This is an optimization exercise on Yosys and OpenROAD, whose aim is a short achievable clock period and few clock cycles, not a production implementation. Only simulation tests tie the RTL to the original design; equivalence was not proved. No activity file was given, so power comes from the tool's default toggle rates.

File: flow/run.sh
#!/bin/bash
# Layout flow: the standard flow (standard.sh: unchanged synthesis and
# ORFS steps, the standard flow's SDC and clock period) with two changes to how the
# layout is made:
#  - setup repair aims well below the clock period, so that the layout
#    reaches a shorter period than the constraint asks for;
#  - the port buffers that the standard flow inserts on every input and
#    output are buf_8 cells instead of the smallest buffer.
set -e
export SETUP_SLACK_MARGIN=7.8
export BUFFER_PORTS_ARGS="-buffer_cell sky130_fd_sc_hd__buf_8"
bash standard.sh > standard.log 2>&1
File: standard.sh
#!/bin/bash
# synth_recipe.tcl (not shown) runs the flow's synth.tcl, then flattens the netlist and writes it again
# the make line also repeats each setting of config.mk as NAME=value (left out here)
make -C /OpenROAD-flow-scripts/flow DESIGN_CONFIG=/design/flow/config.mk WORK_HOME=/design/flow/orfs CLKGATE_MAP_FILE= SYNTH_SCRIPT=/design/flow/synth_recipe.tcl "${@:-finish}"
File: config.mk
export PLATFORM = sky130hd
export DESIGN_NAME = bsrw
export DESIGN_NICKNAME = bsrw
export VERILOG_FILES = /design/flow/design.v
export SDC_FILE = /design/flow/constraint.sdc
export NUM_CORES = 4
export LEC_CHECK = 0
export ABC_CLOCK_PERIOD_IN_PS = 3000
export CAP_MARGIN = 35
export CORE_MARGIN = 2
export CORE_UTILIZATION = 40
export SLEW_MARGIN = 35
export TNS_END_PERCENT = 10
File: constraint.sdc
create_clock -name core_clock -period 12.0 [get_ports {clk}]
set_input_delay 2.4000 -clock core_clock [delete_from_list [all_inputs] [get_ports {clk}]]
set_output_delay 2.4000 -clock core_clock [all_outputs]
set_load 0.01 [all_outputs]
File: design.v
module bsrw (
    input             clk,
    input             rst,
    input             host_we,
    input      [2:0]  host_addr,
    input      [31:0] host_wdata,
    output            busy,
    output     [31:0] res0,
    output     [31:0] status,
    output            mem_req,
    output            mem_we,
    output     [9:0]  mem_addr,
    output     [7:0]  mem_wdata,
    input      [7:0]  mem_rdata,
    input             mem_ready,
    output            out_valid,
    output     [7:0]  out_data,
    input             out_ready
);
    localparam N_CTX    = 8;
    localparam MEM_SIZE = 1024;
    localparam LEN_MAX  = 32'h0FFF_FFFF;
    localparam POS_MAX  = 14'h3FFF;
    localparam OP_CREATE = 4'h1, OP_DESTROY = 4'h2, OP_AT_END = 4'h3,
               OP_RD1    = 4'h4, OP_RDBITS  = 4'h5, OP_RDFIELD = 4'h6,
               OP_RDBA   = 4'h7, OP_REMBYT  = 4'h8, OP_REMBIT  = 4'h9,
               OP_WRBITS = 4'hA, OP_WRFIELD = 4'hB, OP_WRBA    = 4'hC,
               OP_DUMP   = 4'hD;
    localparam F_ILLEGAL = 4'd1, F_INVALID = 4'd2, F_ALLOC = 4'd3,
               F_LENGTH  = 4'd4, F_FIELD   = 4'd5, F_ADDR  = 4'd6,
               F_POSOVF  = 4'd7, F_OVERRUN = 4'd8;
    localparam RS_OK = 2'd0, RS_TRUNC = 2'd1, RS_PAST = 2'd2;
    localparam ST_IDLE = 3'd0, ST_DEC = 3'd1, ST_RD = 3'd2, ST_RBA = 3'd3,
               ST_WR   = 3'd4, ST_DUMP = 3'd5, ST_CZ = 3'd6;
    localparam PH_INIT = 2'd0, PH_READ = 2'd1, PH_WRITE = 2'd2, PH_FINAL = 2'd3;
    localparam G_HDR = 3'd0, G_HEX = 3'd1, G_BAR = 3'd2, G_ASC = 3'd3,
               G_SP  = 3'd4, G_LF  = 3'd5, G_END = 3'd6;
    reg [31:0] arg0, arg1, arg2;
    reg [31:0] res0_r;
    reg        err_r;
    reg [3:0]  fcode_r;
    reg [1:0]  rstat_r;
    reg        busy_r;
    reg [2:0]  st;
    reg        ctx_valid [0:N_CTX-1];
    reg [10:0] ctx_base  [0:N_CTX-1];
    reg [10:0] ctx_len   [0:N_CTX-1];
    reg [13:0] ctx_pos   [0:N_CTX-1];
    reg [3:0]  ctx_brib  [0:N_CTX-1];
    reg        mreq, mwe;
    reg [9:0]  maddr;
    reg [7:0]  mwdata;
    reg        oval;
    reg [7:0]  odata;
    assign busy      = busy_r;
    assign res0      = res0_r;
    assign status    = {22'd0, rstat_r, fcode_r, 3'd0, err_r};
    assign mem_req   = mreq;
    assign mem_we    = mwe;
    assign mem_addr  = maddr;
    assign mem_wdata = mwdata;
    assign out_valid = oval;
    assign out_data  = odata;
    function in_range;
        input [31:0] a;
        input [34:0] n;
        begin
            in_range = ({3'd0, a} + n) <= MEM_SIZE;
        end
    endfunction
    function [29:0] ceil8;
        input [31:0] x;
        reg [32:0] t;
        begin
            t = {1'b0, x} + 33'd7;
            ceil8 = t[32:3];
        end
    endfunction
    function [1:0] classify;      
        input ov;
        input ae;
        begin
            classify = !ov ? RS_OK : ae ? RS_PAST : RS_TRUNC;
        end
    endfunction
    function [7:0] hexdigit;
        input [3:0] d;
        begin
            hexdigit = (d < 4'd10) ? (8'h30 + {4'd0, d}) : (8'h37 + {4'd0, d});
        end
    endfunction
    function [7:0] hdr_char;
        input [2:0] i;
        begin
            case (i)
                3'd0: hdr_char = "H";
                3'd1: hdr_char = "E";
                3'd2: hdr_char = "X";
                3'd3: hdr_char = "D";
                3'd4: hdr_char = "U";
                3'd5: hdr_char = "M";
                3'd6: hdr_char = "P";
                default: hdr_char = 8'h0A;
            endcase
        end
    endfunction
    function [7:0] win;
        input [7:0] hi;
        input [7:0] lo;
        input [3:0] s;
        reg [15:0] t;
        begin
            t = {hi, lo} >> s;
            win = t[7:0];
        end
    endfunction
    function illegal_f;
        input [31:0] c;
        reg [3:0] o, ci, w;
        reg       s, z;
        reg [7:0] v;
        reg       wok;
        begin
            o = c[3:0]; ci = c[7:4]; w = c[11:8]; s = c[12]; z = c[13]; v = c[23:16];
            wok = (w >= 4'd1) && (w <= 4'd8);
            illegal_f = (c[15:14] != 2'b00) || (c[31:24] != 8'd0);
            case (o)
                OP_CREATE:  illegal_f = illegal_f || (ci != 0) || (w != 0) || s || (v != 0);
                OP_DESTROY, OP_AT_END, OP_RDBA, OP_REMBYT, OP_REMBIT:
                            illegal_f = illegal_f || (w != 0) || s || z || (v != 0);
                OP_RD1, OP_RDFIELD, OP_WRFIELD, OP_WRBA:
                            illegal_f = illegal_f || (w != 0) || z || (v != 0);
                OP_RDBITS:  illegal_f = illegal_f || !wok || z || (v != 0);
                OP_WRBITS:  illegal_f = illegal_f || !wok || z;
                OP_DUMP:    illegal_f = illegal_f || (ci != 0) || (w != 0) || s || z || (v != 0);
                default:    illegal_f = 1'b1;
            endcase
        end
    endfunction
    reg         f_ae     [0:N_CTX-1];
    reg         f_in1    [0:N_CTX-1];
    reg         f_in2    [0:N_CTX-1];
    reg         f_pmax   [0:N_CTX-1];
    wire        cf_ae    [0:N_CTX-1];
    wire        cf_in1   [0:N_CTX-1];
    wire        pc_ae    [0:N_CTX-1];    
    wire        pc_in1   [0:N_CTX-1];    
    wire        pc_in2   [0:N_CTX-1];    
    wire [15:0] pc_lmp   [0:N_CTX-1];    
    wire [13:0] pc_rb    [0:N_CTX-1];    
    wire [9:0]  pc_addr  [0:N_CTX-1];    
    wire [13:0] pc_pp1   [0:N_CTX-1];    
    wire        pc_pmax  [0:N_CTX-1];    
    wire        pc_pov0  [0:N_CTX-1];    
    genvar g;
    generate
        for (g = 0; g < N_CTX; g = g + 1) begin : pcx
            wire [13:0] P   = ctx_pos[g];
            wire [10:0] L   = ctx_len[g];
            wire [3:0]  K   = ctx_brib[g];
            wire [15:0] lmp = {5'd0, L} - {2'd0, P};
            wire        ae  = ({3'd0, L} <= P);
            wire [15:0] lmpm1 = {5'd0, L} + ~{2'd0, P};
            wire [13:0] rb  = ae ? 14'd0 :
                              K[3] ? {lmp[10:0], 3'd0} : {lmpm1[10:0], K[2:0]};
            wire [14:0] adv = {1'b0, P} + {1'b0, arg0[16:3]} +
                              {14'd0, ({1'b0, arg0[2:0]} >= K)};
            assign pc_pov0[g]  = (arg0[31:17] != 15'd0) || adv[14];
            assign cf_ae[g]    = ae;
            assign cf_in1[g]   = ({3'd0, L} > (P + 14'd1)) && (P != 14'h3FFF);
            assign pc_ae[g]    = f_ae[g];
            assign pc_in1[g]   = f_in1[g];
            assign pc_in2[g]   = f_in2[g];
            assign pc_lmp[g]   = lmp;
            assign pc_rb[g]    = rb;
            assign pc_addr[g]  = ctx_base[g][9:0] + P[9:0];
            assign pc_pp1[g]   = P + 14'd1;
            assign pc_pmax[g]  = f_pmax[g];
        end
    endgenerate
    reg        any_free;
    reg [2:0]  free_idx;
    integer    k;
    always @(*) begin
        any_free = 1'b0;
        free_idx = 3'd0;
        for (k = N_CTX - 1; k >= 0; k = k - 1) begin
            if (!ctx_valid[k]) begin
                any_free = 1'b1;
                free_idx = k[2:0];
            end
        end
    end
    wire [11:0] s01_c     = {1'b0, arg0[10:0]} + {1'b0, arg1[10:0]};
    wire        inr01_c   = (arg0 <= 32'd1024) && (arg1 <= 32'd1024) && (s01_c <= 12'd1024);
    wire [10:0] fc11_c    = (arg0 < 32'd8) ? 11'd1 : (arg0[13:3] + {10'd0, (arg0[2:0] != 3'd0)});
    wire [11:0] s1f_c     = {1'b0, arg1[10:0]} + {1'b0, fc11_c};
    wire        inr1f_c   = (arg0 <= 32'd8192) && (arg1 <= 32'd1024) && (s1f_c <= 12'd1024);
    wire        a1gt_c    = (arg1 > LEN_MAX);
    wire [29:0] fcount_c  = (arg0 >= 32'd8) ? ceil8(arg0) : 30'd1;
    wire        cz_ok_c   = any_free && !a1gt_c && inr01_c && (arg1 != 32'd0);
    wire [10:0] ncnk_c    = arg0[13:3] + {10'd0, (arg0[2:0] != 3'd0)} - 11'd1;
    wire [10:0] a0c_c     = (arg0 > 32'd1024) ? 11'd1025 : arg0[10:0];
    wire [10:0] lim1_c    = 11'd1024 - arg1[10:0];
    reg         p_inr01, p_a1gt, p_inr1f, p_fbad, p_a0lt8;
    reg [29:0]  p_fcount;
    reg [10:0]  p_cl0;
    reg         p_cl0z, p_cl01, p_a1z, p_a11;
    reg         p_a0big, p_a1big, p_a2big, p_a0hbig, p_a0pos, p_a1ok, p_a0cle;
    reg [13:0]  p_a0h;
    reg [10:0]  p_a0c, p_lim1;
    always @(posedge clk) begin
        p_a0big  <= (arg0[31:14] != 18'd0);
        p_a1big  <= (arg1[31:11] != 21'd0);
        p_a2big  <= (arg2[31:14] != 18'd0);
        p_a0hbig <= (arg0[31:17] != 15'd0);
        p_a0h    <= arg0[16:3];
        p_a0pos  <= !arg0[31] && (arg0 != 32'd0);
        p_a0c    <= a0c_c;
        p_a1ok   <= (arg1 <= 32'd1024);
        p_lim1   <= lim1_c;
        p_a0cle  <= (a0c_c <= lim1_c);
        p_inr01  <= inr01_c;
        p_a1gt   <= a1gt_c;
        p_inr1f  <= inr1f_c;
        p_fbad   <= (arg1 != {2'd0, ceil8(arg2)});
        p_fcount <= fcount_c;
        p_a0lt8  <= (arg0 < 32'd8);
        p_cl0    <= ncnk_c;
        p_cl0z   <= (ncnk_c == 11'd0);
        p_cl01   <= (ncnk_c == 11'd1);
        p_a1z    <= (arg1 == 32'd0);
        p_a11    <= (arg1 == 32'd1);
    end
    wire [2:0] a_ci  = host_wdata[6:4];
    wire [3:0] a_opc = host_wdata[3:0];
    wire       a_k8  = k8v[a_ci];
    wire       a_src = ((a_opc == OP_WRBA) && a_k8) ||
                       ((a_opc == OP_WRFIELD) && a_k8 && (arg2[2:0] == 3'd0));
    wire       a_ill = illegal_f(host_wdata);
    wire       a_inv = (a_opc != OP_CREATE) && (a_opc != OP_DUMP) &&
                       (host_wdata[7] || !ctx_valid[a_ci]);
    wire       a_q   = (host_wdata[31:7] == 25'd0) && ctx_valid[a_ci] &&
                       ((a_opc == OP_DESTROY) || (a_opc == OP_AT_END) ||
                        (a_opc == OP_REMBYT) || (a_opc == OP_REMBIT));
    wire       a_cr  = ((host_wdata == 32'h0000_0001) ||
                        ((host_wdata == 32'h0000_2001) && (arg1 == 32'd0))) &&
                       any_free && !a1gt_c && inr01_c;
    wire       a_zc  = a_q || a_cr;
    wire [3:0] a_K     = ctx_brib[a_ci];
    wire       a_rd    = (a_opc == OP_RD1) || (a_opc == OP_RDBITS);
    wire [3:0] a_W     = (a_opc == OP_RD1) ? 4'd1 : host_wdata[11:8];
    wire       a0lt8_c = (arg0 < 32'd8);
    wire [3:0] a_rn0   = a_rd ? a_W : (a0lt8_c ? {1'b0, arg0[2:0]} : 4'd8);
    wire [63:0] t_ge, t_gt;
    wire [7:0]  k8v, rf1f;
    wire [9:0]  fa_wba [0:N_CTX-1];
    wire [9:0]  fa_wf  [0:N_CTX-1];
    genvar gw;
    generate
        for (g = 0; g < N_CTX; g = g + 1) begin : tcx
            wire [3:0] K = ctx_brib[g];
            assign k8v[g]    = (K == 4'd8);
            assign rf1f[g]   = ((a0lt8_c ? {1'b0, arg0[2:0]} : 4'd8) > K);
            assign fa_wba[g] = k8v[g] ? arg0[9:0] : pc_addr[g];
            assign fa_wf[g]  = (k8v[g] && (arg2[2:0] == 3'd0)) ? arg0[9:0] : pc_addr[g];
            for (gw = 0; gw < 8; gw = gw + 1) begin : tw
                localparam [3:0] WV = (gw == 0) ? 4'd8 : gw;
                assign t_ge[g*8+gw] = (WV >= K);
                assign t_gt[g*8+gw] = (WV > K);
            end
        end
    endgenerate
    wire [5:0] a_idx   = {a_ci, host_wdata[10:9], host_wdata[8] | (a_opc == OP_RD1)};
    reg        d_illegal, d_invalid;
    reg        d_create, d_destroy, d_atend, d_rd, d_rdf, d_rba, d_rembyt, d_rembit,
               d_wrbits, d_wrf, d_wrba, d_dump;
    reg [2:0]  d_ci;
    reg [3:0]  d_W;
    reg        d_S;
    reg [7:0]  d_val;
    reg        d_src;
    reg        d_ae, d_in1, d_in2, d_pmax;
    reg [15:0] d_lmp;
    reg [13:0] d_rb;
    reg [9:0]  d_addr;
    reg [13:0] d_pos, d_pp1;
    reg [10:0] d_len;
    reg [3:0]  d_brib;
    reg        d_ovw, d_povw, d_rf1, d_pov0;
    reg [3:0]  d_rs0;
    reg [7:0]  d_rmask0;
    reg [13:0] d_rdpos;
    reg [3:0]  d_rdbrib;
    wire       ovw    = d_ovw;                                  
    wire       povw   = d_povw;                                 
    wire       k8     = (d_brib == 4'd8);
    wire       ov0    = p_a0big || (arg0[13:0] > d_rb);
    wire       ov1    = p_a1big || ({arg1[10:0], 3'd0} > d_rb);
    wire       ov2    = p_a2big || (arg2[13:0] > d_rb);
    wire       rc_c   = ({1'b0, arg0[2:0]} >= d_brib);
    wire [14:0] adv0  = {1'b0, d_pos} + {1'b0, p_a0h} + {14'd0, rc_c};
    wire       pov0   = d_pov0;
    wire [13:0] np0   = adv0[13:0];
    wire [3:0]  nb0   = 4'd8 - (({1'b0, arg0[2:0]} + 4'd8 - d_brib) & 4'd7);
    wire       rba_nz  = p_a0pos && !d_ae;
    wire       rba_a0le = (p_a0c <= d_lmp[10:0]);
    wire [10:0] rba_n  = !rba_nz ? 11'd0 : (rba_a0le ? p_a0c : d_lmp[10:0]);
    wire       rba_inr = p_a1ok && (!rba_nz || p_a0cle || (d_lmp[10:0] <= p_lim1));
    wire [1:0] rba_rs  = (!p_a0pos || (rba_nz && rba_a0le)) ? RS_OK :
                         !rba_nz ? RS_PAST : RS_TRUNC;
    wire ok_create = any_free && !p_a1gt && p_inr01;
    wire ok_rd     = !povw && !(d_S && ovw);
    wire ok_rdf    = p_inr1f && !pov0 && !(d_S && ov0);
    wire ok_wrbits = !(d_S && ovw);
    wire ok_wrf    = !p_fbad && p_inr01 && !(d_S && ov2);
    wire ok_wrba   = p_inr01 && !(d_S && ov1);
    wire nofault   = !d_illegal && !d_invalid &&
                     !(d_create && !ok_create) && !(d_rd && !ok_rd) &&
                     !(d_rdf && !ok_rdf) && !(d_rba && !rba_inr) &&
                     !(d_wrbits && !ok_wrbits) && !(d_wrf && !ok_wrf) &&
                     !(d_wrba && !ok_wrba) && !(d_dump && !p_inr01);
    reg [3:0] fault;
    always @(*) begin
        fault = 4'd0;
        if (d_illegal)
            fault = F_ILLEGAL;
        else if (d_invalid)
            fault = F_INVALID;
        else if (d_create) begin
            if (!any_free)             fault = F_ALLOC;
            else if (p_a1gt)           fault = F_LENGTH;
            else if (!p_inr01)         fault = F_ADDR;
        end else if (d_rd) begin
            if (povw)                  fault = F_POSOVF;
            else if (d_S && ovw)       fault = F_OVERRUN;
        end else if (d_rdf) begin
            if (!p_inr1f)              fault = F_ADDR;
            else if (pov0)             fault = F_POSOVF;
            else if (d_S && ov0)       fault = F_OVERRUN;
        end else if (d_rba) begin
            if (!rba_inr)              fault = F_ADDR;
        end else if (d_wrbits) begin
            if (d_S && ovw)            fault = F_OVERRUN;
        end else if (d_wrf) begin
            if (p_fbad)                fault = F_FIELD;
            else if (!p_inr01)         fault = F_ADDR;
            else if (d_S && ov2)       fault = F_OVERRUN;
        end else if (d_wrba) begin
            if (!p_inr01)              fault = F_ADDR;
            else if (d_S && ov1)       fault = F_OVERRUN;
        end else if (d_dump) begin
            if (!p_inr01)              fault = F_ADDR;
        end
    end
    wire [3:0] rs0     = d_rs0;       
    wire [7:0] rmask0  = d_rmask0;
    wire       rf1     = d_rf1;       
    wire [7:0] rmtail  = ~(8'hFF >> arg0[2:0]);
    wire       rtfetch = k8 || ({1'b0, arg0[2:0]} > d_brib);
    wire [7:0] wv      = d_val & ~(8'hFF << d_W);
    wire       wlt     = (d_W < d_brib);
    wire [3:0] wdk     = d_W - d_brib;                       
    wire [7:0] wor_a   = wlt ? (wv << (d_brib - d_W)) : (wv >> wdk);
    wire [7:0] wnxt    = wv << (4'd8 - wdk);
    wire [3:0] wnk     = wlt ? (d_brib - d_W) : (4'd8 - wdk);
    wire [2:0] wr_r    = arg2[2:0];
    wire       wtlt    = ({1'b0, wr_r} < d_brib);
    wire [7:0] wma     = ~(8'hFF << d_brib) & (8'hFF << (d_brib - {1'b0, wr_r}));
    wire [7:0] wmb     = ~(8'hFF >> ({1'b0, wr_r} - d_brib));
    wire [3:0] wkt     = wtlt ? (d_brib - {1'b0, wr_r}) : (4'd8 - ({1'b0, wr_r} - d_brib));
    reg [1:0]  pend_rstat;
    reg [31:0] pend_res;
    reg [13:0] pend_pos;
    reg [3:0]  pend_brib;
    reg [1:0]  ph;
    reg        r_isrd;
    reg [7:0]  r_hA, r_hB;
    reg [9:0]  r_hBaddr;
    reg        r_hBmem;
    reg [3:0]  r_s, r_sfull;
    reg [7:0]  r_mask, r_mtail;
    reg        r_f1, r_hastail, r_tfetch;
    reg [10:0] r_cl;
    reg        r_clz, r_cl1;
    reg [9:0]  r_faddr;
    reg [15:0] r_fql;
    reg        r_fqin, r_fqin2;
    reg [9:0]  r_dptr;
    reg [10:0] b_rc, b_n;
    reg        b_rc1;
    reg [9:0]  b_raddr;
    reg        w_isbits, w_isbulk;
    reg [13:0] w_wp, w_wp1;
    reg [3:0]  w_wk, w_k;
    reg [9:0]  w_waddr;
    reg [7:0]  w_cur;
    reg [9:0]  w_sp;
    reg [10:0] w_bl, w_cl;
    reg        w_bl1, w_cl1;
    reg        w_fwd, w_hastail, w_taillt;
    reg [7:0]  w_ma, w_mb;
    reg [3:0]  w_wkt;
    reg [2:0]  gph;
    reg [3:0]  gcol;
    reg [1:0]  gsub;
    reg [2:0]  gidx;
    reg [3:0]  gnm1;         
    reg [3:0]  glastm1;      
    reg [6:0]  grl;          
    reg        grl1, grl2;
    reg [3:0]  fcol;
    reg [10:0] fleft;
    reg        fl1, flnz;
    reg [15:0] fv;
    reg [7:0]  rowbuf [0:15];
    wire [7:0] rb0      = d_ae ? 8'd0 : mem_rdata;
    wire [7:0] rchunk0  = win(rb0, 8'd0, rs0) & rmask0;
    wire [7:0] rchunk0r = win(rb0, 8'd0, r_s) & r_mask;        
    wire [7:0] rchunkf  = win(r_hA, mem_rdata, r_s) & r_mask;
    wire [7:0] r_hAn    = (r_hBmem && (r_hBaddr == maddr)) ? mwdata : r_hB;
    wire       r_ntail  = r_cl1 && r_hastail;
    wire [7:0] r_nmask  = r_ntail ? r_mtail : 8'hFF;
    wire       r_nfetch = r_ntail ? r_tfetch : 1'b1;
    wire [7:0] rchunkw  = win(r_hAn, 8'd0, r_sfull) & r_nmask;
    wire [7:0] w_x      = w_fwd ? w_cur : mem_rdata;
    wire [7:0] w_A      = w_x >> (4'd8 - w_k);
    wire [7:0] w_B      = w_x << w_k;
    wire       w_part   = w_cl1 && w_hastail;
    wire [7:0] g_cell   = rowbuf[gcol];
    wire       g_inrow  = (gcol <= gnm1);
    reg  [7:0] g_char;
    reg        g_avail;
    always @(*) begin
        g_avail = 1'b1;
        case (gph)
            G_HDR: g_char = hdr_char(gidx);
            G_HEX: begin
                g_avail = !g_inrow || fv[gcol];
                if (!g_inrow || gsub[1])
                    g_char = 8'h20;
                else if (gsub == 2'd0)
                    g_char = hexdigit(g_cell[7:4]);
                else
                    g_char = hexdigit(g_cell[3:0]);
            end
            G_BAR: g_char = (gsub == 2'd0) ? 8'h7C : 8'h20;
            G_ASC: g_char = (g_cell >= 8'h20 && g_cell <= 8'h7E) ? g_cell : 8'h2E;
            G_SP:  g_char = 8'h20;
            default: g_char = 8'h0A;
        endcase
    end
    reg        fin, fin_nr, fin_mr, fin_or;
    reg [31:0] fin_res;
    reg [1:0]  fin_rstat;
    reg        fin_wb;
    reg [13:0] fin_pos;
    reg [3:0]  fin_brib;
    wire dgo    = (st == ST_DEC);      
    wire r_go   = (dgo && (d_rd || d_rdf) && (d_ae || mem_ready)) ||
                  (st == ST_RD && ph == PH_INIT && mem_ready);
    wire r_fir  = (st == ST_DEC) ? rf1 : r_f1;
    wire [9:0] r_faddr_n = (st == ST_DEC) ? (d_addr + 10'd1) : r_faddr;
    wire [7:0] r_c0 = (st == ST_DEC) ? rchunk0 : rchunk0r;
    wire b_go   = (dgo && d_rba && rba_nz && mem_ready) ||
                  (st == ST_RBA && ph == PH_INIT && mem_ready);
    wire w_none = d_ae || (!d_wrbits && p_a1z);
    wire w_go   = (dgo && (d_wrbits || d_wrf || d_wrba) && !w_none && mem_ready) ||
                  (st == ST_WR && ph == PH_INIT && mem_ready);
    integer i;
    reg [7:0] mwdata_n;
    always @(*) begin
        case (st)
            ST_IDLE: mwdata_n = 8'd0;
            ST_DEC: begin
                if (d_rd || d_rdf)   mwdata_n = rchunk0;
                else if (d_wrbits)   mwdata_n = mem_rdata | wor_a;
                else                 mwdata_n = mem_rdata;
            end
            ST_RD:   mwdata_n = (ph == PH_INIT) ? rchunk0r : (ph == PH_READ) ? rchunkf : rchunkw;
            ST_RBA:  mwdata_n = mem_rdata;
            ST_WR: begin
                if (ph == PH_INIT)
                    mwdata_n = w_isbits ? (mem_rdata | wor_a) : mem_rdata;
                else if (ph == PH_READ)
                    mwdata_n = (w_part && w_taillt) ? (w_cur | (w_A & w_ma)) : (w_cur | w_A);
                else
                    mwdata_n = w_cur;
            end
            default: mwdata_n = mwdata;
        endcase
    end
    always @(posedge clk) begin
        if (!(mreq && mwe && !mem_ready))
            mwdata <= mwdata_n;
    end
    always @(*) begin
        fin_nr    = 1'b0;      
        fin_mr    = 1'b0;      
        fin_or    = 1'b0;      
        fin_res   = pend_res;
        fin_rstat = pend_rstat;
        fin_wb    = 1'b0;
        fin_pos   = pend_pos;
        fin_brib  = pend_brib;
        case (st)
            ST_DEC: begin
                fin_rstat = d_rd     ? classify(ovw, d_ae) :
                            d_rdf    ? classify(ov0, d_ae) :
                            d_rba    ? rba_rs :
                            d_wrbits ? classify(ovw, d_ae) :
                            d_wrf    ? classify(ov2, d_ae) :
                            d_wrba   ? classify(ov1, d_ae) : RS_OK;
                fin_res   = d_create ? {29'd0, free_idx} :
                            d_rd     ? {24'd0, rchunk0} : 32'd0;
                fin_pos   = d_rdpos;
                fin_brib  = d_rdbrib;
                if (nofault) begin
                    if (d_create) begin
                        fin_nr = !mwe;
                        fin_mr = mwe;
                    end else if (d_rd) begin
                        fin_nr = d_ae && !(rf1 && d_in1);
                        fin_mr = !(rf1 && d_in1);
                    end else if (d_rba)
                        fin_nr = !rba_nz;
                    else if (d_wrbits || d_wrf || d_wrba)
                        fin_nr = w_none;
                    fin_wb = d_rd;
                end
            end
            ST_RD: begin
                fin_wb = 1'b1;
                if (ph == PH_INIT) begin
                    fin_res = {24'd0, rchunk0r};
                    fin_mr = r_isrd && !(r_f1 && r_fqin);
                end else if (ph == PH_READ) begin
                    fin_res = {24'd0, rchunkf};
                    fin_mr = r_isrd;
                end else begin
                    fin_mr = r_clz;
                end
            end
            ST_RBA: begin
                fin_wb = 1'b1;
                fin_pos = d_pos + {3'd0, b_n};
                fin_mr = (ph == PH_WRITE) && b_rc1;
            end
            ST_WR: begin
                fin_wb   = 1'b1;
                fin_pos  = (ph == PH_WRITE) ? w_wp1 : w_wp;
                fin_brib = w_wk;
                fin_mr = (ph == PH_FINAL) || ((ph == PH_WRITE) && w_bl1);
            end
            ST_CZ:   fin_mr = 1'b1;
            ST_DUMP: fin_or = (gph == G_END);
            default: ;
        endcase
    end
    always @(*) fin = fin_nr || (fin_mr && mem_ready) || (fin_or && out_ready);
    always @(posedge clk) begin
        if (rst) begin
            st      <= ST_IDLE;
            busy_r  <= 1'b0;
            arg0    <= 32'd0;
            arg1    <= 32'd0;
            arg2    <= 32'd0;
            res0_r  <= 32'd0;
            err_r   <= 1'b0;
            fcode_r <= 4'd0;
            rstat_r <= 2'd0;
            mreq    <= 1'b0;
            mwe     <= 1'b0;
            oval    <= 1'b0;
            for (i = 0; i < N_CTX; i = i + 1)
                ctx_valid[i] <= 1'b0;
        end else begin
            case (st)
            ST_IDLE: begin
                if (any_free) begin
                    ctx_base[free_idx] <= arg0[10:0];
                    ctx_len[free_idx]  <= arg1[10:0];
                    ctx_pos[free_idx]  <= 14'd0;
                    ctx_brib[free_idx] <= 4'd8;
                    f_ae[free_idx]     <= (arg1[10:0] == 11'd0);
                    f_in1[free_idx]    <= (arg1[10:0] > 11'd1);
                    f_in2[free_idx]    <= (arg1[10:0] > 11'd2);
                    f_pmax[free_idx]   <= 1'b0;
                end
                if (host_we) begin
                    case (host_addr)
                        3'd0: begin
                            d_illegal <= illegal_f(host_wdata);
                            d_invalid <= (a_opc != OP_CREATE) && (a_opc != OP_DUMP) &&
                                         (host_wdata[7] || !ctx_valid[a_ci]);
                            d_create  <= (a_opc == OP_CREATE);
                            d_destroy <= (a_opc == OP_DESTROY);
                            d_atend   <= (a_opc == OP_AT_END);
                            d_rd      <= (a_opc == OP_RD1) || (a_opc == OP_RDBITS);
                            d_rdf     <= (a_opc == OP_RDFIELD);
                            d_rba     <= (a_opc == OP_RDBA);
                            d_rembyt  <= (a_opc == OP_REMBYT);
                            d_rembit  <= (a_opc == OP_REMBIT);
                            d_wrbits  <= (a_opc == OP_WRBITS);
                            d_wrf     <= (a_opc == OP_WRFIELD);
                            d_wrba    <= (a_opc == OP_WRBA);
                            d_dump    <= (a_opc == OP_DUMP);
                            d_ci      <= a_ci;
                            d_W       <= a_W;
                            d_S       <= host_wdata[12];
                            d_val     <= host_wdata[23:16];
                            d_src     <= a_src;
                            d_ae      <= pc_ae[a_ci];
                            d_in1     <= pc_in1[a_ci];
                            d_in2     <= pc_in2[a_ci];
                            d_pmax    <= pc_pmax[a_ci];
                            d_lmp     <= pc_lmp[a_ci];
                            d_rb      <= pc_rb[a_ci];
                            d_addr    <= pc_addr[a_ci];
                            d_pos     <= ctx_pos[a_ci];
                            d_len     <= ctx_len[a_ci];
                            d_pp1     <= pc_pp1[a_ci];
                            d_brib    <= ctx_brib[a_ci];
                            d_ovw     <= pc_ae[a_ci] || (!pc_in1[a_ci] && t_gt[a_idx]);
                            d_povw    <= pc_pmax[a_ci] && t_ge[a_idx];
                            d_pov0    <= pc_pov0[a_ci];
                            d_rf1     <= a_rd ? t_gt[a_idx] : rf1f[a_ci];
                            d_rs0     <= (a_rd || a0lt8_c) ? (4'd8 + a_K - a_rn0) : a_K;
                            d_rmask0  <= ~(8'hFF << a_rn0);
                            d_rdpos   <= t_ge[a_idx] ? pc_pp1[a_ci] : ctx_pos[a_ci];
                            d_rdbrib  <= 4'd8 - ((4'd8 - a_K + a_W) & 4'd7);
                            busy_r    <= 1'b1;
                            mreq   <= 1'b1;
                            mwe    <= (host_wdata == 32'h0000_2001) && cz_ok_c;
                            maddr  <= ((a_opc == OP_CREATE) || (a_opc == OP_DUMP)) ? arg0[9:0] :
                                      (a_opc == OP_WRBA) ? fa_wba[a_ci] :
                                      (a_opc == OP_WRFIELD) ? fa_wf[a_ci] : pc_addr[a_ci];
                            if ((host_wdata == 32'h0000_000D) && inr01_c) begin
                                st       <= ST_DUMP;
                                oval     <= 1'b1;
                                odata    <= "H";
                                gph      <= G_HDR;
                                gidx     <= 3'd1;
                                gcol     <= 4'd0;
                                gsub     <= 2'd0;
                                gnm1     <= (arg1[10:4] != 7'd0) ? 4'd15 : (arg1[3:0] - 4'd1);
                                glastm1  <= arg1[3:0] - 4'd1;
                                grl      <= arg1[10:4] + {6'd0, (arg1[3:0] != 4'd0)};
                                grl1     <= ((arg1[10:4] + {6'd0, (arg1[3:0] != 4'd0)}) == 7'd1);
                                grl2     <= ((arg1[10:4] + {6'd0, (arg1[3:0] != 4'd0)}) == 7'd2);
                                pend_res <= {25'd0, (arg1[10:4] + {6'd0, (arg1[3:0] != 4'd0)})};
                                pend_rstat <= RS_OK;
                                fcol     <= 4'd0;
                                fleft    <= arg1[10:0];
                                fl1      <= (arg1[10:0] == 11'd1);
                                flnz     <= (arg1[10:0] != 11'd0);
                                fv       <= 16'd0;
                                mreq     <= (arg1[10:0] != 11'd0);
                            end else if (a_zc) begin
                                st      <= ST_IDLE;
                                busy_r  <= 1'b0;
                                mreq    <= 1'b0;
                                mwe     <= 1'b0;
                                rstat_r <= RS_OK;
                                begin
                                    fcode_r <= 4'd0;
                                    res0_r  <= (a_opc == OP_AT_END) ? {31'd0, pc_ae[a_ci]} :
                                               (a_opc == OP_REMBYT) ? {{16{pc_lmp[a_ci][15]}}, pc_lmp[a_ci]} :
                                               (a_opc == OP_REMBIT) ? {18'd0, pc_rb[a_ci]} :
                                               (a_opc == OP_CREATE) ? {29'd0, free_idx} : 32'd0;
                                    if (a_opc == OP_DESTROY)
                                        ctx_valid[a_ci] <= 1'b0;
                                    if (a_opc == OP_CREATE)
                                        ctx_valid[free_idx] <= 1'b1;
                                end
                            end else begin
                                st <= ST_DEC;
                            end
                        end
                        3'd1: arg0 <= host_wdata;
                        3'd2: arg1 <= host_wdata;
                        3'd3: arg2 <= host_wdata;
                        default: ;
                    endcase
                end
            end
            ST_DEC: begin
                pend_rstat <= fin_rstat;
                if (!nofault) begin
                    mreq <= 1'b0;
                    mwe  <= 1'b0;
                end
                if (d_create && nofault) begin
                    ctx_valid[free_idx] <= 1'b1;
                    pend_res <= {29'd0, free_idx};
                    if (mwe && !mem_ready)
                        st <= ST_CZ;
                end
                begin
                    if (d_rd || d_rdf) begin
                        st        <= ST_RD;
                        ph        <= PH_INIT;
                        r_isrd    <= d_rd;
                        pend_res  <= {2'd0, p_fcount};
                        pend_pos  <= d_rd ? d_rdpos : np0;
                        pend_brib <= d_rd ? d_rdbrib : nb0;
                        r_s       <= rs0;
                        r_mask    <= rmask0;
                        r_f1      <= rf1;
                        r_sfull   <= k8 ? 4'd0 : d_brib;
                        r_mtail   <= rmtail;
                        r_hastail <= (arg0[2:0] != 3'd0);
                        r_tfetch  <= rtfetch;
                        r_cl      <= (d_rd || p_a0lt8) ? 11'd0 : p_cl0;
                        r_clz     <= (d_rd || p_a0lt8) ? 1'b1  : p_cl0z;
                        r_cl1     <= (d_rd || p_a0lt8) ? 1'b0  : p_cl01;
                        r_faddr   <= d_addr + 10'd1;
                        r_fql     <= d_lmp - 16'd1;
                        r_fqin    <= d_in1;
                        r_fqin2   <= d_in2;
                        r_dptr    <= arg1[9:0];
                    end
                    if (d_rba) begin
                        st        <= ST_RBA;
                        ph        <= PH_INIT;
                        pend_res  <= {21'd0, rba_n};
                        b_n       <= rba_n;
                        pend_brib <= d_brib;
                        b_rc      <= rba_n;
                        b_rc1     <= (rba_n == 11'd1);
                        b_raddr   <= d_addr + 10'd1;
                        r_dptr    <= arg1[9:0];
                    end
                    if (d_wrbits || d_wrf || d_wrba) begin
                        st        <= ST_WR;
                        ph        <= PH_INIT;
                        pend_res  <= 32'd0;
                        w_isbits  <= d_wrbits;
                        w_isbulk  <= d_src;
                        w_wp      <= d_pos;
                        w_wp1     <= d_pp1;
                        w_wk      <= d_brib;
                        w_k       <= d_brib;
                        w_waddr   <= d_addr;
                        w_cur     <= 8'd0;
                        w_sp      <= d_src ? (arg0[9:0] + 10'd1) : arg0[9:0];
                        w_bl      <= d_lmp[10:0];
                        w_bl1     <= !d_in1;
                        w_cl      <= d_wrbits ? 11'd1 : arg1[10:0];
                        w_cl1     <= d_wrbits ? 1'b1 : p_a11;
                        w_fwd     <= (arg0[9:0] == d_addr);
                        w_hastail <= d_wrf && !d_src && (wr_r != 3'd0);
                        w_taillt  <= wtlt;
                        w_ma      <= wma;
                        w_mb      <= wmb;
                        w_wkt     <= wkt;
                    end
                end
            end
            ST_CZ: ;
            ST_RD: begin
                if (ph == PH_READ && mem_ready) begin
                    r_hB     <= mem_rdata;
                    r_hBaddr <= maddr;
                    r_hBmem  <= 1'b1;
                    r_faddr  <= r_faddr + 10'd1;
                    r_fql    <= r_fql - 16'd1;
                    r_fqin   <= r_fqin2;
                    r_fqin2  <= ($signed(r_fql) > 16'sd2);
                    r_dptr   <= r_dptr;
                    maddr    <= r_dptr;
                    mwe      <= 1'b1;
                    ph       <= PH_WRITE;
                end
                if (ph == PH_WRITE && mem_ready && !r_clz) begin
                    r_hA    <= r_hAn;
                    r_s     <= r_sfull;
                    r_mask  <= r_nmask;
                    r_dptr  <= r_dptr + 10'd1;
                    r_cl    <= r_cl - 11'd1;
                    r_clz   <= r_cl1;
                    r_cl1   <= (r_cl == 11'd2);
                    if (r_nfetch && r_fqin) begin
                        mwe   <= 1'b0;
                        maddr <= r_faddr;
                        ph    <= PH_READ;
                    end else begin
                        r_hB    <= 8'd0;
                        r_hBmem <= 1'b0;
                        maddr   <= r_dptr + 10'd1;
                    end
                end
            end
            ST_RBA: begin
                if (ph == PH_READ && mem_ready) begin
                    maddr   <= r_dptr;
                    mwe     <= 1'b1;
                    b_raddr <= b_raddr + 10'd1;
                    ph      <= PH_WRITE;
                end
                if (ph == PH_WRITE && mem_ready && !b_rc1) begin
                    b_rc   <= b_rc - 11'd1;
                    b_rc1  <= (b_rc == 11'd2);
                    r_dptr <= r_dptr + 10'd1;
                    maddr  <= b_raddr;
                    mwe    <= 1'b0;
                    ph     <= PH_READ;
                end
            end
            ST_WR: begin
                if (ph == PH_READ && mem_ready) begin
                    w_sp   <= w_sp + 10'd1;
                    maddr  <= w_waddr;
                    mwe    <= 1'b1;
                    if (w_part && w_taillt) begin
                        w_wk   <= w_wkt;
                        ph     <= PH_FINAL;
                    end else begin
                        w_cur  <= w_part ? (w_B & w_mb) : w_B;
                        if (w_part)
                            w_wk <= w_wkt;
                        ph     <= PH_WRITE;
                    end
                end
                if (ph == PH_WRITE && mem_ready && !w_bl1) begin
                    w_wp    <= w_wp1;
                    w_wp1   <= w_wp1 + 14'd1;
                    w_waddr <= w_waddr + 10'd1;
                    w_bl    <= w_bl - 11'd1;
                    w_bl1   <= (w_bl == 11'd2);
                    w_cl    <= w_cl - 11'd1;
                    w_cl1   <= (w_cl == 11'd2);
                    if (w_cl1) begin
                        maddr  <= w_waddr + 10'd1;
                        ph     <= PH_FINAL;
                    end else begin
                        maddr  <= w_sp;
                        mwe    <= 1'b0;
                        ph     <= PH_READ;
                    end
                end
            end
            ST_DUMP: begin
                if (mreq && mem_ready) begin
                    rowbuf[fcol] <= mem_rdata;
                    fv[fcol]     <= 1'b1;
                    fcol         <= fcol + 4'd1;
                    fleft        <= fleft - 11'd1;
                    fl1          <= (fleft == 11'd2);
                    flnz         <= !fl1;
                    maddr        <= maddr + 10'd1;
                    if (fcol == 4'd15 || fl1)
                        mreq <= 1'b0;
                end
                if (!oval || out_ready) begin
                    if (gph != G_END) begin
                        oval  <= g_avail;
                        odata <= g_char;
                    end
                    if (gph != G_END && g_avail) begin
                        case (gph)
                            G_HDR: begin
                                gidx <= gidx + 3'd1;
                                if (gidx == 3'd7)
                                    gph <= (grl == 7'd0) ? G_END : G_HEX;
                            end
                            G_HEX: begin
                                if (gsub == 2'd3 || (gsub == 2'd2 && gcol != 4'd7)) begin
                                    gsub <= 2'd0;
                                    gcol <= gcol + 4'd1;
                                    if (gcol == 4'd15)
                                        gph <= G_BAR;
                                end else begin
                                    gsub <= gsub + 2'd1;
                                end
                            end
                            G_BAR: begin
                                gsub <= gsub + 2'd1;
                                if (gsub == 2'd2) begin
                                    gph  <= G_ASC;
                                    gcol <= 4'd0;
                                end
                            end
                            G_ASC: begin
                                gcol <= gcol + 4'd1;
                                if (gcol == gnm1) begin
                                    gph <= G_SP;
                                    fcol <= 4'd0;
                                    fv   <= 16'd0;
                                    mreq <= flnz;
                                end
                            end
                            G_SP: gph <= G_LF;
                            default: begin
                                grl  <= grl - 7'd1;
                                grl1 <= grl2;
                                grl2 <= (grl == 7'd3);
                                gcol <= 4'd0;
                                gsub <= 2'd0;
                                gnm1 <= grl2 ? glastm1 : 4'd15;
                                gph  <= grl1 ? G_END : G_HEX;
                            end
                        endcase
                    end
                end
            end
            default: st <= ST_IDLE;
            endcase
            if (r_go) begin
                r_hA <= rb0;
                if (r_fir && (st == ST_DEC ? d_in1 : r_fqin)) begin
                    maddr <= r_faddr_n;
                    mwe   <= 1'b0;
                    ph    <= PH_READ;
                end else begin
                    r_hB    <= 8'd0;
                    r_hBmem <= 1'b0;
                    maddr   <= (st == ST_DEC) ? arg1[9:0] : r_dptr;
                    mwe     <= 1'b1;
                    ph      <= PH_WRITE;
                end
            end
            if (b_go) begin
                maddr  <= (st == ST_DEC) ? arg1[9:0] : r_dptr;
                mwe    <= 1'b1;
                ph     <= PH_WRITE;
            end
            if (w_go) begin
                maddr <= d_addr;
                if ((st == ST_DEC) ? d_wrbits : w_isbits) begin
                    mwe    <= 1'b1;
                    w_cur  <= wnxt;
                    w_wk   <= wnk;
                    ph     <= wlt ? PH_FINAL : PH_WRITE;
                end else if ((st == ST_DEC) ? d_src : w_isbulk) begin
                    mwe    <= 1'b1;
                    w_cur  <= 8'd0;
                    ph     <= PH_WRITE;
                end else begin
                    w_cur  <= mem_rdata;
                    maddr  <= arg0[9:0];
                    mwe    <= 1'b0;
                    ph     <= PH_READ;
                end
            end
            if (fin) begin
                res0_r  <= fin_res;
                fcode_r <= 4'd0;
                rstat_r <= fin_rstat;
                busy_r  <= 1'b0;
                st      <= ST_IDLE;
                mreq    <= 1'b0;
                mwe     <= 1'b0;
                oval    <= 1'b0;
                if (fin_wb) begin
                    ctx_pos[d_ci]  <= fin_pos;
                    ctx_brib[d_ci] <= fin_brib;
                    f_ae[d_ci]     <= ({3'd0, d_len} <= fin_pos);
                    f_in1[d_ci]    <= ({3'd0, d_len} > (fin_pos + 14'd1)) && (fin_pos != 14'h3FFF);
                    f_in2[d_ci]    <= ({3'd0, d_len} > (fin_pos + 14'd2)) && (fin_pos < 14'h3FFE);
                    f_pmax[d_ci]   <= (fin_pos == POS_MAX);
                end
            end else if (st == ST_DEC && !nofault) begin
                res0_r  <= 32'd0;
                fcode_r <= fault;
                rstat_r <= RS_OK;
                err_r   <= 1'b1;
                busy_r  <= 1'b0;
                st      <= ST_IDLE;
            end
        end
    end
endmodule
==> results.cfg, run 1 <==
[outcome]
outcome = timing/DRC/antenna clean

[logic_synthesis]
synthTopCellsByArea = edfxtp_1 36%, ha_1 8.4%, dfxtp_1 5.5%, nand2_1 4.2%, a21oi_1 4.1%
avgSynthCellArea_um2 = 9.556
ys.flop_type = edfxtp_1
synthXorXnorAreaFrac = 0.05649
synth_top_family_by_area = compound AO/OA/AOI/OAI gates
synth_cells = 8972
synthAdderAreaFrac = 0.09294
ys_async_sr_fraction = 0
ys_ff_latch = 1253
syn_area_um2 = 85730
synth_edf_count = 1016
synth_top_cell_area_share = 0.3559
synth_compound_area_frac = 0.1789
ys_types = 117
yosys.area.top_type = edfxtp_1
synth-simple-area-share = 0.1584
muxShareOfSynthArea = 0.05747
ys.warnings.count = 1
ys_seq_area_frac = 0.4112

[pwr]
p_leak_uw = 0.03884
ir_drop_mv = 0.1668
power-per-cell-area_nw_per_um2 = 146.6

[global_routing]
track_usage = 0.4045
grt_max_degree = 80
antenna_found_initial = 58
grt_pass1_wl_mm = 615.3
grt_pass1_vias = 75400
gr-total-overflow = 0

[placement]
pre_cts_slack_ns = 5.094
place_inst = 11650
portBuffers = 116
place.gp.congestion = 1.091
hpwlAfterDp_mm = 333.0

[timing]
max_freq_mhz = 220.6
finalHoldViolations = 0
worstMarginPinSlew_ns = 1.057
final.setup.tns_ns = 0
setup_violations = 0
grt_setup_unrepaired = yes
relSlewSlack = 0.2930
period_share = 0.3777
period_minus_slack_ns = 4.533
clock_skew_ns = 0.07135
slew_violations = 0
finalWorstSetupSlack_ns = 7.467

[critical_path]
required_ns = 12.45
crit_path_end_kind = register
critPathLaunch = host_addr[2]
reg2regPathDepth = 10
path_max_fanout = 69
cp-start-kind = input port
timing.rr.start = arg0[2]$_SDFFE_PP0P_
path_class = in2reg
r2r_end = d_pov0$_DFFE_PP_
worstPathArrival_ns = 4.98
ff2ff_setup_slack_ns = 7.48

[final_layout]
nets = 9873
multi_input_area_um2 = 48900
seq_area_um2 = 35300
fill_cells = 19730
area_delta_synth_final_pct = 18.37
fin_util = 0.4776
drive_gt1_frac = 0.1529
stdcell_count = 12190

[clocking]
hold_buffers = 0
cts-htree-levels = 4
clockRootBuffer = clkbuf_16
max-clock-path-buffers = 3
tritoncts = yes
path_clk_slew_ns = 0.06
insertion_delay_ns = 0.89
cts_sinks = 1253
cts-buffers-inserted = 149

[floorplanning]
dieArea_um2 = 218100
core_region_area_um2 = 212500
start_util = 0.4034
fp-row-count = 169
fp.dieW_um = 467.0
pin_count = 142
die-height_um = 467.0

[hold_path]
hp-class = reg2reg
hold_depth = 1
hold_start = pend_res[14]$_SDFFCE_PP0P_
holdPathEnd = res0_r[14]$_SDFFE_PP0P_

[route]
drt_iter0_markers = 11800
drc_errors = 0
avgRoutedWirePerCell_um = 37.13
vias = 80730
vias_per_cell = 6.623
wl_mm = 452.6
ant_nets = 0
firstDrtPassIters = 9

[run]
maxCapViolations = 0
## worst max-delay path: stages
cell      delay, ns
buf_8          0.11
nand2b_4       0.16
nor2_4         0.19
nand2_4        0.17
nor2_4         0.41
buf_6          0.67
buf_6          0.71
## sequential cells by signal, indices dropped and copies added (netlist names), 30 cells and up, named ones only
| name | cells |
|---|---|
| p_fcount | 30 |
| arg1 | 32 |
| pend_res | 30 |
| arg0 | 32 |
| arg2 | 32 |
| rowbuf | 128 |
| ctx_pos | 112 |
| ctx_brib | 32 |
| ctx_base | 80 |
| ctx_len | 88 |
| res0_r | 31 |
## what timing repair did
action / CTS / global route
cloned: 27 / 3
gates resized for setup: 455 / 85
pin swaps: 98 / 32
setup endpoints to repair: 778 / 701
setup buffers: 188 / 18
## routing by layer
| metal | part of all wire | vias up | track usage |
|---|---|---|---|
| met5 | 0.00044 | - | 0.001318 |
| met4 | 0.10 | 26 | 0.3316 |
| met3 | 0.10 | 1622 | 0.1011 |
| met2 | 0.43 | 5471 | 0.6064 |
| met1 | 0.37 | 39760 | 0.4910 |
| li1 | - | 33850 | - |
## logic make-up after synthesis
| kind of cell | after synthesis |
|---|---|
| AO/OA/AOI/OAI | 2386 |
| buffers and inverters | 947 |
| XOR/XNOR | 553 |
| other | 1 |
| flip-flops | 1253 |
| multiplexers | 352 |
| AND/OR/NAND/NOR | 2864 |
| adder cells (fa/ha/maj) | 616 |
## metrics by stage
stage                     total power (µW)  cell area, µm²  hold WS [ns]
final                                14880          101500        0.4683
after global routing                 15280          101400        0.4866
after CTS                            14680          100800        0.4621
after detailed placement              9434           91310        0.4541
after global placement                9387           91000        0.4415
after floorplan                       7658           86060        0.4244
## synthesized netlist by cell type, drive strengths merged (119+ instances only)
cell type,number
edfxtp,1016
nand3,217
nand2,956
nor3,225
buf,132
inv,412
a21o,151
dfxtp,237
xor2,192
nor2,710
o21ai,509
clkbuf,393
mux2i,202
a21oi,701
xnor2,361
ha,576
nand4,119
## how the worst max path moves through the flow
stage,to,slack (ns),depth (start not counted)
floorplan,d_S$_DFFE_PP_,6.58,4
global placement,d_rdpos[13]$_DFFE_PP_,5.13,12
detailed placement,d_rdpos[13]$_DFFE_PP_,5.09,14
CTS,p_inr1f$_DFF_P_,7.49,19
global route,p_inr1f$_DFF_P_,7.38,18
finish,d_lmp[11]$_DFFE_PP_,7.47,7
## layout by cell type, fill, tap and decap left out, types with 214 or more instances in the layout
cell type | netlist | layout
xnor2_1 | 361 | 351
nor2_1 | 707 | 669
o21ai_0 | 503 | 465
ha_1 | 576 | 563
edfxtp_1 | 1016 | 1016
inv_1 | 409 | 398
dfxtp_1 | 237 | 214
buf_4 | 32 | 348
a21oi_1 | 700 | 670
nand2_1 | 955 | 939
## cell type report
cell class / count / share of cell area
Clock inverter: 92 / 0.01240
Antenna cell: 29 / 0.0007151
Sequential cell: 1253 / 0.3478
Clock buffer: 185 / 0.03928
Timing Repair Buffer: 588 / 0.06685
Inverter: 421 / 0.01625
Tap cell: 2821 / 0.03478
Multi-Input combinational cell: 6800 / 0.4819
## where the power goes
group	internal, µW	switching, µW	leakage (µW)
logic	1560	2990	0.0247
clock network	2800	2090	0.00254
registers	5080	353	0.0116
Testbench counts, summed over its fixed seeds: cycles 29,292.
==> inputs of run 2 (changes only) <==
--- a/design.v
+++ b/design.v
@@ -195,6 +195,6 @@
     wire        inr01_c   = (arg0 <= 32'd1024) && (arg1 <= 32'd1024) && (s01_c <= 12'd1024);
     wire [10:0] fc11_c    = (arg0 < 32'd8) ? 11'd1 : (arg0[13:3] + {10'd0, (arg0[2:0] != 3'd0)});
-    wire [11:0] s1f_c     = {1'b0, arg1[10:0]} + {1'b0, fc11_c};
-    wire        inr1f_c   = (arg0 <= 32'd8192) && (arg1 <= 32'd1024) && (s1f_c <= 12'd1024);
+    wire        inr1f_c   = (arg0 <= 32'd8192) && (arg1 <= 32'd1024) &&
+                            (fc11_c <= (11'd1024 - arg1[10:0]));
     wire        a1gt_c    = (arg1 > LEN_MAX);
     wire [29:0] fcount_c  = (arg0 >= 32'd8) ? ceil8(arg0) : 30'd1;
@@ -588,72 +588,72 @@
                     f_pmax[free_idx]   <= 1'b0;
                 end
+                d_illegal <= illegal_f(host_wdata);
+                d_invalid <= (a_opc != OP_CREATE) && (a_opc != OP_DUMP) &&
+                             (host_wdata[7] || !ctx_valid[a_ci]);
+                d_create  <= (a_opc == OP_CREATE);
+                d_destroy <= (a_opc == OP_DESTROY);
+                d_atend   <= (a_opc == OP_AT_END);
+                d_rd      <= (a_opc == OP_RD1) || (a_opc == OP_RDBITS);
+                d_rdf     <= (a_opc == OP_RDFIELD);
+                d_rba     <= (a_opc == OP_RDBA);
+                d_rembyt  <= (a_opc == OP_REMBYT);
+                d_rembit  <= (a_opc == OP_REMBIT);
+                d_wrbits  <= (a_opc == OP_WRBITS);
+                d_wrf     <= (a_opc == OP_WRFIELD);
+                d_wrba    <= (a_opc == OP_WRBA);
+                d_dump    <= (a_opc == OP_DUMP);
+                d_ci      <= a_ci;
+                d_W       <= a_W;
+                d_S       <= host_wdata[12];
+                d_val     <= host_wdata[23:16];
+                d_src     <= a_src;
+                d_ae      <= pc_ae[a_ci];
+                d_in1     <= pc_in1[a_ci];
+                d_in2     <= pc_in2[a_ci];
+                d_pmax    <= pc_pmax[a_ci];
+                d_lmp     <= pc_lmp[a_ci];
+                d_rb      <= pc_rb[a_ci];
+                d_addr    <= pc_addr[a_ci];
+                d_pos     <= ctx_pos[a_ci];
+                d_len     <= ctx_len[a_ci];
+                d_pp1     <= pc_pp1[a_ci];
+                d_brib    <= ctx_brib[a_ci];
+                d_ovw     <= pc_ae[a_ci] || (!pc_in1[a_ci] && t_gt[a_idx]);
+                d_povw    <= pc_pmax[a_ci] && t_ge[a_idx];
+                d_pov0    <= pc_pov0[a_ci];
+                d_rf1     <= a_rd ? t_gt[a_idx] : rf1f[a_ci];
+                d_rs0     <= (a_rd || a0lt8_c) ? (4'd8 + a_K - a_rn0) : a_K;
+                d_rmask0  <= ~(8'hFF << a_rn0);
+                d_rdpos   <= t_ge[a_idx] ? pc_pp1[a_ci] : ctx_pos[a_ci];
+                d_rdbrib  <= 4'd8 - ((4'd8 - a_K + a_W) & 4'd7);
+                mwe    <= (host_wdata == 32'h0000_2001) && cz_ok_c;
+                maddr  <= ((a_opc == OP_CREATE) || (a_opc == OP_DUMP)) ? arg0[9:0] :
+                          (a_opc == OP_WRBA) ? fa_wba[a_ci] :
+                          (a_opc == OP_WRFIELD) ? fa_wf[a_ci] : pc_addr[a_ci];
+                odata    <= "H";
+                gph      <= G_HDR;
+                gidx     <= 3'd1;
+                gcol     <= 4'd0;
+                gsub     <= 2'd0;
+                gnm1     <= (arg1[10:4] != 7'd0) ? 4'd15 : (arg1[3:0] - 4'd1);
+                glastm1  <= arg1[3:0] - 4'd1;
+                grl      <= arg1[10:4] + {6'd0, (arg1[3:0] != 4'd0)};
+                grl1     <= ((arg1[10:4] + {6'd0, (arg1[3:0] != 4'd0)}) == 7'd1);
+                grl2     <= ((arg1[10:4] + {6'd0, (arg1[3:0] != 4'd0)}) == 7'd2);
+                pend_res <= {25'd0, (arg1[10:4] + {6'd0, (arg1[3:0] != 4'd0)})};
+                pend_rstat <= RS_OK;
+                fcol     <= 4'd0;
+                fleft    <= arg1[10:0];
+                fl1      <= (arg1[10:0] == 11'd1);
+                flnz     <= (arg1[10:0] != 11'd0);
+                fv       <= 16'd0;
                 if (host_we) begin
                     case (host_addr)
                         3'd0: begin
-                            d_illegal <= illegal_f(host_wdata);
-                            d_invalid <= (a_opc != OP_CREATE) && (a_opc != OP_DUMP) &&
-                                         (host_wdata[7] || !ctx_valid[a_ci]);
-                            d_create  <= (a_opc == OP_CREATE);
-                            d_destroy <= (a_opc == OP_DESTROY);
-                            d_atend   <= (a_opc == OP_AT_END);
-                            d_rd      <= (a_opc == OP_RD1) || (a_opc == OP_RDBITS);
-                            d_rdf     <= (a_opc == OP_RDFIELD);
-                            d_rba     <= (a_opc == OP_RDBA);
-                            d_rembyt  <= (a_opc == OP_REMBYT);
-                            d_rembit  <= (a_opc == OP_REMBIT);
-                            d_wrbits  <= (a_opc == OP_WRBITS);
-                            d_wrf     <= (a_opc == OP_WRFIELD);
-                            d_wrba    <= (a_opc == OP_WRBA);
-                            d_dump    <= (a_opc == OP_DUMP);
-                            d_ci      <= a_ci;
-                            d_W       <= a_W;
-                            d_S       <= host_wdata[12];
-                            d_val     <= host_wdata[23:16];
-                            d_src     <= a_src;
-                            d_ae      <= pc_ae[a_ci];
-                            d_in1     <= pc_in1[a_ci];
-                            d_in2     <= pc_in2[a_ci];
-                            d_pmax    <= pc_pmax[a_ci];
-                            d_lmp     <= pc_lmp[a_ci];
-                            d_rb      <= pc_rb[a_ci];
-                            d_addr    <= pc_addr[a_ci];
-                            d_pos     <= ctx_pos[a_ci];
-                            d_len     <= ctx_len[a_ci];
-                            d_pp1     <= pc_pp1[a_ci];
-                            d_brib    <= ctx_brib[a_ci];
-                            d_ovw     <= pc_ae[a_ci] || (!pc_in1[a_ci] && t_gt[a_idx]);
-                            d_povw    <= pc_pmax[a_ci] && t_ge[a_idx];
-                            d_pov0    <= pc_pov0[a_ci];
-                            d_rf1     <= a_rd ? t_gt[a_idx] : rf1f[a_ci];
-                            d_rs0     <= (a_rd || a0lt8_c) ? (4'd8 + a_K - a_rn0) : a_K;
-                            d_rmask0  <= ~(8'hFF << a_rn0);
-                            d_rdpos   <= t_ge[a_idx] ? pc_pp1[a_ci] : ctx_pos[a_ci];
-                            d_rdbrib  <= 4'd8 - ((4'd8 - a_K + a_W) & 4'd7);
                             busy_r    <= 1'b1;
                             mreq   <= 1'b1;
-                            mwe    <= (host_wdata == 32'h0000_2001) && cz_ok_c;
-                            maddr  <= ((a_opc == OP_CREATE) || (a_opc == OP_DUMP)) ? arg0[9:0] :
-                                      (a_opc == OP_WRBA) ? fa_wba[a_ci] :
-                                      (a_opc == OP_WRFIELD) ? fa_wf[a_ci] : pc_addr[a_ci];
                             if ((host_wdata == 32'h0000_000D) && inr01_c) begin
                                 st       <= ST_DUMP;
                                 oval     <= 1'b1;
-                                odata    <= "H";
-                                gph      <= G_HDR;
-                                gidx     <= 3'd1;
-                                gcol     <= 4'd0;
-                                gsub     <= 2'd0;
-                                gnm1     <= (arg1[10:4] != 7'd0) ? 4'd15 : (arg1[3:0] - 4'd1);
-                                glastm1  <= arg1[3:0] - 4'd1;
-                                grl      <= arg1[10:4] + {6'd0, (arg1[3:0] != 4'd0)};
-                                grl1     <= ((arg1[10:4] + {6'd0, (arg1[3:0] != 4'd0)}) == 7'd1);
-                                grl2     <= ((arg1[10:4] + {6'd0, (arg1[3:0] != 4'd0)}) == 7'd2);
-                                pend_res <= {25'd0, (arg1[10:4] + {6'd0, (arg1[3:0] != 4'd0)})};
-                                pend_rstat <= RS_OK;
-                                fcol     <= 4'd0;
-                                fleft    <= arg1[10:0];
-                                fl1      <= (arg1[10:0] == 11'd1);
-                                flnz     <= (arg1[10:0] != 11'd0);
-                                fv       <= 16'd0;
                                 mreq     <= (arg1[10:0] != 11'd0);
                             end else if (a_zc) begin
@@ -661,5 +661,4 @@
                                 busy_r  <= 1'b0;
                                 mreq    <= 1'b0;
-                                mwe     <= 1'b0;
                                 rstat_r <= RS_OK;
                                 begin
==> run 2 against run 1 <==
  * Combinational power decreased by 57%
  * Routed wire length up 1.7%
  * Sequential cell count stayed put
  * Core utilization decreased by 0.48 points
  * Critical path depth increased by 4
  * Power decreased by 20%
  * Cell count grew 1.5%
  * Register-to-register slack worse by 0.29 ns
  * Cell area increased by 1.1%
  * Synthesized cell count up 2.3%
  * First-iteration DRC count rose by 0.57%
  * Largest power group unchanged
==> results.cfg, run 2 <==
[critical_path]
cp_slowest_stage_delay_ns = 0.66
crit_path_end_kind = register
critPathLaunch = st[0]$_SDFFE_PP0P_
required_ns = 12.68
cp-endpoint = maddr[7]$_DFFE_PP_
path_cells = buf_4, or3b_2, buf_6, nor2_1, a22o_1, nand2_1, a211oi_1, or3_1, or4_1, o221ai_2, a21oi_1
path_max_fanout = 30
cp-start-kind = register
worstPathArrival_ns = 5.48
r2r_end = maddr[7]$_DFFE_PP_
path_class = reg2reg
cp_slowest_cell = or3b_2
reg2regPathDepth = 11
ff2ff_setup_slack_ns = 7.19
timing.rr.start = st[0]$_SDFFE_PP0P_

[final_layout]
reg_top3 = rowbuf (128), ctx_pos (112), ctx_len (88)
fill_cells = 20260
area_delta_synth_final_pct = 17.62
regMostFlops = rowbuf
multi_input_area_um2 = 50180
seq_area_um2 = 35300
drive_gt1_frac = 0.1479
layout_commonest_cell = edfxtp_1
nets = 10030
largest_reg_flops = 128
layout_common_cells = 1016 x edfxtp_1, 922 x nand2_1, 638 x nor2_1

[route]
drt_iter0_markers = 11860
routed.top_layer = met5
avgRoutedWirePerCell_um = 37.18
dr_wl_met2_mm = 199.8
ant_nets = 0
met1Wirelength_mm = 169.7
wl_mm = 460.1
firstDrtPassIters = 9
vias = 81880
drc_errors = 0
vias_per_cell = 6.617
met3RoutedLength_mm = 46.03

[logic_synthesis]
synth_top_cell_area_share = 0.3499
syn_area_um2 = 87190
yosysMostFrequentCell = edfxtp_1
synth_cells = 9177
synthTopCellsByArea = edfxtp_1 35%, ha_1 8.3%, dfxtp_1 5.4%, nand2_1 4.0%, a21oi_1 3.8%
yosys-top-cells-count = 1016 x edfxtp_1, 936 x nand2_1, 676 x nor2_1
ys_async_sr_fraction = 0
ys_ff_latch = 1253
avgSynthCellArea_um2 = 9.501
ys_types = 116
ys_seq_area_frac = 0.4043
ys.warnings.count = 1
synth_edf_count = 1016
yosys.area.top_type = edfxtp_1
ys.flop_type = edfxtp_1

[timing]
slew_violations = 0
period_share = 0.4004
max_freq_mhz = 208.1
final.setup.tns_ns = 0
relSlewSlack = 0.2599
worstMarginPinSlew_ns = 1.099
setup_violations = 0
finalHoldViolations = 0
clock_skew_ns = 0.06076
grt_setup_unrepaired = yes
period_minus_slack_ns = 4.805

[clocking]
clockRootBuffer = clkbuf_16
cts-buffers-inserted = 149
hold_buffers = 0
tritoncts = yes
path_clk_slew_ns = 0.06
cts-htree-levels = 4
max-clock-path-buffers = 3
insertion_delay_ns = 0.86
cts_sinks = 1253

[pwr]
ir_drop_mv = 0.1608
power_frac_comb = 0.163
pwr-share-clk = 0.413
internal_power_uw = 8366
p_switching_uw = 3581
switching_share = 0.2997
power_uw = 11950
power-per-cell-area_nw_per_um2 = 116.5
pwr-share-seq = 0.424
p_leak_uw = 0.03872

[global_routing]
grt_pass1_wl_mm = 622.2
track_usage = 0.3999
gr-total-overflow = 0
antenna_found_initial = 42
grt_max_degree = 91
grt_pass1_vias = 76500

[outcome]
outcome = timing/DRC/antenna clean

[floorplanning]
fp-row-count = 171
die-height_um = 470.9
fp.dieW_um = 470.9
core_region_area_um2 = 217000
start_util = 0.4019
pin_count = 142
dieArea_um2 = 221700

[hold_path]
hp-class = reg2reg

[placement]
place.gp.congestion = 1.070
portBuffers = 116
hpwlAfterDp_mm = 344.1

[run]
maxCapViolations = 0
-- run 2: critical path, delay by kind of cell, from the launching register on --
family / cells / cell delay (ns)
compound gates: 4 / 1.46
buf+inv: 2 / 0.57
simple gates: 5 / 2.07
flops: 1 / 0.52
-- run 2: power by group through the flow --
stage               logic, µW  clock network, µW  registers, µW
floorplan                1060                  0           5030
CTS                      1860               4960           5050
global placement         1700                  0           5150
detailed placement       1720                  0           5150
global route             2040               5120           5070
finish                   1950               4930           5060
-- run 2: what timing repair did --
action,CTS,global route
cloned,20,6
gates resized for setup,391,71
endpoints found under the setup margin,714,479
pin swaps,78,39
setup buffers,127,30
-- run 2: how the worst min path moves through the flow --
stage	cells after the start	endpoint	startpoint
3_3_place_gp	2	arg1[31]$_SDFFE_PP0P_	arg1[31]$_SDFFE_PP0P_
3_5_place_dp	2	arg1[31]$_SDFFE_PP0P_	arg1[31]$_SDFFE_PP0P_
4_1_cts	2	arg1[31]$_SDFFE_PP0P_	arg1[31]$_SDFFE_PP0P_
2_1_floorplan	0	w_isbulk$_DFFE_PP_	d_src$_DFFE_PP_
6_report	2	arg1[31]$_SDFFE_PP0P_	arg1[31]$_SDFFE_PP0P_
5_1_grt	1	pend_res[15]$_SDFFCE_PP0P_	p_fcount[15]$_SDFF_PN0_
-- run 2: logic make-up (layout without fill, tap and decap cells) --
| kind of cell | count (synthesis) | after routing | share of synthesized area |
|---|---|---|---|
| and+or+nand+nor | 2965 | 2967 | 0.1647 |
| AOI/OAI and AO/OA | 2432 | 2432 | 0.1811 |
| DFF | 1253 | 1253 | 0.4043 |
| buffers and inverters | 1003 | 1297 | 0.04527 |
| adders and majority gates | 618 | 618 | 0.09152 |
| xor gates and xnor gates | 497 | 497 | 0.04992 |
| muxes | 408 | 408 | 0.06313 |
| other | 1 | 48 | 0.00004301 |
-- run 2: final cells by class --
class | instances | area share
multi-input cells | 6948 | 0.4893
flip-flops and latches | 1253 | 0.3442
repair buffers | 559 | 0.06188
clock buffers | 188 | 0.04014
well taps | 2854 | 0.03482
inverters | 457 | 0.01742
clock inverters | 91 | 0.01151
diodes | 22 | 0.0005368
repair inverters | 2 | 0.0001342
-- run 2: stage by stage --
step,instances,setup slack (ns),hold slack [ns],cell area (µm²),util
after floorplan,9202,5.891,0.4244,87460,-
after global placement,11880,5.057,0.4678,92710,0.4273
after detailed placement,11890,4.941,0.4687,93080,0.4291
after CTS,12320,7.410,0.4757,101700,0.4689
after global routing,12360,7.249,0.5113,102500,0.4725
final,12370,7.195,0.4737,102600,0.4727
-- run 2: metal layers --
metal,vias up,GRT usage
li1,34760,-
met1,40180,0.4839
met2,5405,0.6125
met3,1493,0.09711
met4,32,0.3086
met5,-,0
Testbench counts of run 2, summed over its fixed seeds: cycles 29,292.

==> static timing again, ports no longer ideal <==
The results above use ideal ports. As a check the final layouts listed here were re-extracted and re-timed, cells and wires unchanged.
Step 1 assumes that a clkbuf_16 drives the clock port and a buf_2 every other input.
Step 2, shift: input delay + t, output delay - t, t = (earliest + latest rising clock arrival at the registers) / 2. This alone moves slack from input paths to output paths.
Three values: ideal ports, drivers, drivers and shift; two values: the first two.
| run | shift t [ns] | slack for setup (ns) | worst hold slack (ns) | worst setup path at the end |
|---|---|---|---|---|
| run 1 | 0.943 | 7.467 / 7.320 / 6.377 | 0.468 / 0.468 / 0.468 | input to register |
| run 2 | 0.925 | 7.195 / 7.120 / 6.195 | 0.474 / 0.474 / 0.474 | input to register |
After both steps every run listed still meets setup and hold. For run 1, which loses most, drivers alone change the setup slack by -0.147 ns; drivers and shift together by -1.090 ns.
